Source: an optimization exercise on an open RTL-to-GDS flow (aim: small area, a short achievable clock period and few clock cycles). Production flows keep margins and buffers that such runs may drop. Function was checked by simulation only, so behaviour that the tests miss may differ from the original. Power figures rest on the tool's default switching activity, not on a simulated workload.

## rast_geom
module rast_geom (
    input  wire        clk,
    input  wire        rst,           
    input  wire [47:0] cmd_word,
    input  wire        cmd_valid,
    output wire        cmd_ready,
    input  wire [12:0] rd_addr,
    output wire [7:0]  rd_data
);
Size in the first run: ~4600 cells after synthesis, roughly 640 flip-flops, ~73 I/O pins, ~45000 sq um of cells after synthesis.
Settings: LEC_CHECK=0, CAP_MARGIN=20, CORE_MARGIN=2, CORE_UTILIZATION=65, SLEW_MARGIN=20; clock period 28.0 ns.
standard.sh (not shown) runs the stock make flow with config.mk's settings and CLKGATE_MAP_FILE= SYNTH_SCRIPT=/design/flow/synth_recipe.tcl, a recipe that flattens the netlist after the stock synthesis.
==> flow/flow/run.sh <==
#!/bin/bash
# The standard layout (standard.sh, standard synthesis unchanged) with:
#  - port buffers of buf_4 instead of the default smallest buffer,
#  - timing repair asked for 15 ns of extra setup slack (the clock stays at
#    the design's period; the repair just works harder on the slow paths),
#  - a clock tree of clkbuf_8 cells over sink clusters of up to 16 flops,
#    without dummy balancing loads.
# make's output goes to standard_flow.log; ORFS keeps each step's log under
# orfs/logs/.
set -euo pipefail
bash standard.sh "BUFFER_PORTS_ARGS=-buffer_cell sky130_fd_sc_hd__buf_4" SETUP_SLACK_MARGIN=15 \
  "CTS_ARGS=-sink_clustering_enable -repair_clock_nets -dont_use_dummy_load -buf_list sky130_fd_sc_hd__clkbuf_8 -sink_clustering_size 16 -sink_clustering_max_diameter 60" \
  finish > standard_flow.log 2>&1
The first run went through all stages and came out clean.
Testbench counts at the start, summed over its fixed seeds: cycles 14,297.
Edit:
CORE_UTILIZATION = 60   (was 65)
Routed wire length grows by 2.7%.
Via count is about the same.
Worst setup slack gets better by 0.093 ns.

rast_geom, a different RTL version from the one above (not shown whole).
Size in the first run: about 4600 cells after synthesis, ~47000 sq um of cells after synthesis.
Settings: LEC_CHECK=0, CAP_MARGIN=5, CORE_MARGIN=2, CORE_UTILIZATION=60, SLEW_MARGIN=5; clock period 28.0 ns.
Scripts as last shown in full above: flow/flow/run.sh
The first run completed with no timing, DRC or antenna violations.
Testbench counts at the start, summed over its fixed seeds: cycles 14,297.
Next try:
--- a/flow/flow/run.sh
+++ b/flow/flow/run.sh
@@ -9,5 +9,5 @@
 # orfs/logs/.
 set -euo pipefail
-bash standard.sh "BUFFER_PORTS_ARGS=-buffer_cell sky130_fd_sc_hd__buf_4" SETUP_SLACK_MARGIN=15 \
+bash standard.sh "BUFFER_PORTS_ARGS=-buffer_cell sky130_fd_sc_hd__buf_4" SETUP_SLACK_MARGIN=14.5 \
   "CTS_ARGS=-sink_clustering_enable -repair_clock_nets -dont_use_dummy_load -buf_list sky130_fd_sc_hd__clkbuf_8 -sink_clustering_size 16 -sink_clustering_max_diameter 60" \
   finish > standard_flow.log 2>&1
--- a/flow/config.mk
+++ b/flow/config.mk
@@ -6,6 +6,6 @@
 export NUM_CORES = 4
 export LEC_CHECK = 0
-export CAP_MARGIN = 5
+export CAP_MARGIN = 20
 export CORE_MARGIN = 2
 export CORE_UTILIZATION = 60
-export SLEW_MARGIN = 5
+export SLEW_MARGIN = 20
The new run completed with no timing, DRC or antenna violations.
Hold slack stays flat.
Critical path depth is lower by 2.
Cell area is lower slightly.
Cell count stays flat.
Routed wire length is higher slightly.
Next try:
==> flow/flow/run.sh (replaced) <==
#!/bin/bash
set -euo pipefail
bash standard.sh "BUFFER_PORTS_ARGS=-buffer_cell sky130_fd_sc_hd__buf_4" SETUP_SLACK_MARGIN=15 \
  "CTS_ARGS=-sink_clustering_enable -repair_clock_nets -dont_use_dummy_load -buf_list sky130_fd_sc_hd__clkbuf_8 -sink_clustering_size 16 -sink_clustering_max_diameter 60" \
  finish > standard_flow.log 2>&1
Clock power went down by about 2%.
Power increases by about 0.5%.
Hold slack hardly moves.
Core utilization is higher by 0.63 points.
First-iteration DRC count goes down by about 7%.
Next try:
==> flow/flow/run.sh (replaced) <==
#!/bin/bash
# Standard layout; ports buffered with buf_4 and timing repair asked for
# 15 ns of extra setup slack.
set -euo pipefail
bash standard.sh "BUFFER_PORTS_ARGS=-buffer_cell sky130_fd_sc_hd__buf_4" SETUP_SLACK_MARGIN=15 finish > standard_flow.log 2>&1
What happened: Non-clock buffer count came out lower by 9; design area came out higher by 3.7%; via count came out higher by 0.80%; total power came out higher by 18%; hold slack degrades by 3.1 ps; routed wire length came out higher by 0.67%; final cell count came out higher by 1.4%; synthesized area stays the same; synthesized cell count does not change.

Starting RTL as in the previous note.
Settings: LEC_CHECK=0, CAP_MARGIN=20, CORE_MARGIN=2, CORE_UTILIZATION=60, SLEW_MARGIN=20; clock period 28.0 ns.
==> flow/flow/run.sh <==
#!/bin/bash
set -euo pipefail
bash standard.sh "BUFFER_PORTS_ARGS=-buffer_cell sky130_fd_sc_hd__buf_4" SETUP_SLACK_MARGIN=15 \
  "CTS_ARGS=-sink_clustering_enable -repair_clock_nets -dont_use_dummy_load -sink_clustering_size 30 -sink_clustering_max_diameter 100" \
  finish > standard_flow.log 2>&1
The starting point finished clean.
Testbench counts at the start, summed over its fixed seeds: cycles 14,297.
==> next run, changes <==
==> flow/flow/run.sh (replaced) <==
#!/bin/bash
# The standard layout (standard.sh, standard synthesis unchanged) with:
#  - port buffers of buf_4 instead of the default smallest buffer,
#  - timing repair asked for 15 ns of extra setup slack (the clock stays at
#    the design's period; the repair just works harder on the slow paths),
#  - a clock tree of clkbuf_8 cells over sink clusters of up to 16 flops,
#    without dummy balancing loads.
# make's output goes to standard_flow.log; ORFS keeps each step's log under
# orfs/logs/.
set -euo pipefail
bash standard.sh "BUFFER_PORTS_ARGS=-buffer_cell sky130_fd_sc_hd__buf_4" SETUP_SLACK_MARGIN=15 \
  "CTS_ARGS=-sink_clustering_enable -repair_clock_nets -dont_use_dummy_load -buf_list sky130_fd_sc_hd__clkbuf_8 -sink_clustering_size 16 -sink_clustering_max_diameter 60" \
  finish > standard_flow.log 2>&1
Final cell count increases by about 0.9%. Die area stays the same. Area after synthesis stays the same. Count of clock-buffer cells in the layout increases by 25. Total power decreases by about 0.35%. Setup slack gets worse by 0.023 ns. Synthesized cell count is unchanged. Fmax is about the same. Combinational power is about the same. Cell area increases by 0.75%. Via count increases by 0.60%.

## re-timing with driven ports
In the flow no input, the clock included, has a driving cell. The finished layouts below were timed again as built, in two steps. Step 1 assumes that a clkbuf_16 drives the clock port and a buf_2 every other input. Step 2, shift: input delay + t, output delay - t, t = (earliest + latest rising clock arrival at the registers) / 2. This alone moves slack from input paths to output paths. a / b / c = ideal / step 1 / step 2; a / b = the first two.
run	t (ns)	slack for setup (ns)	worst setup path at the end	worst data-port slew with drivers (ns)
the first run of note 1	0.735	14.572 / 14.401 / 14.401	input to output	0.18
the second run of note 1	0.752	14.665 / 14.465 / 14.465	input to output	0.20
the first run of note 2	0.761	14.545 / 14.320 / 14.320	input to output	0.26
the second run of note 2	0.766	14.476 / 14.267 / 14.065	input to register	0.21
the third run of note 2	0.760	14.556 / 14.365 / 14.365	input to output	0.26
the fourth run of note 2	0.701	14.545 / 14.280 / 14.280	input to output	0.34
the first run of note 3	0.633	14.580 / 14.336 / 14.336	input to output	0.26
the second run of note 3	0.760	14.556 / 14.365 / 14.365	input to output	0.26
After both steps every run listed still meets setup and hold. The setup slack of the second run of note 2, which loses most, moves by -0.209 ns with the drivers and by -0.411 ns with both steps.
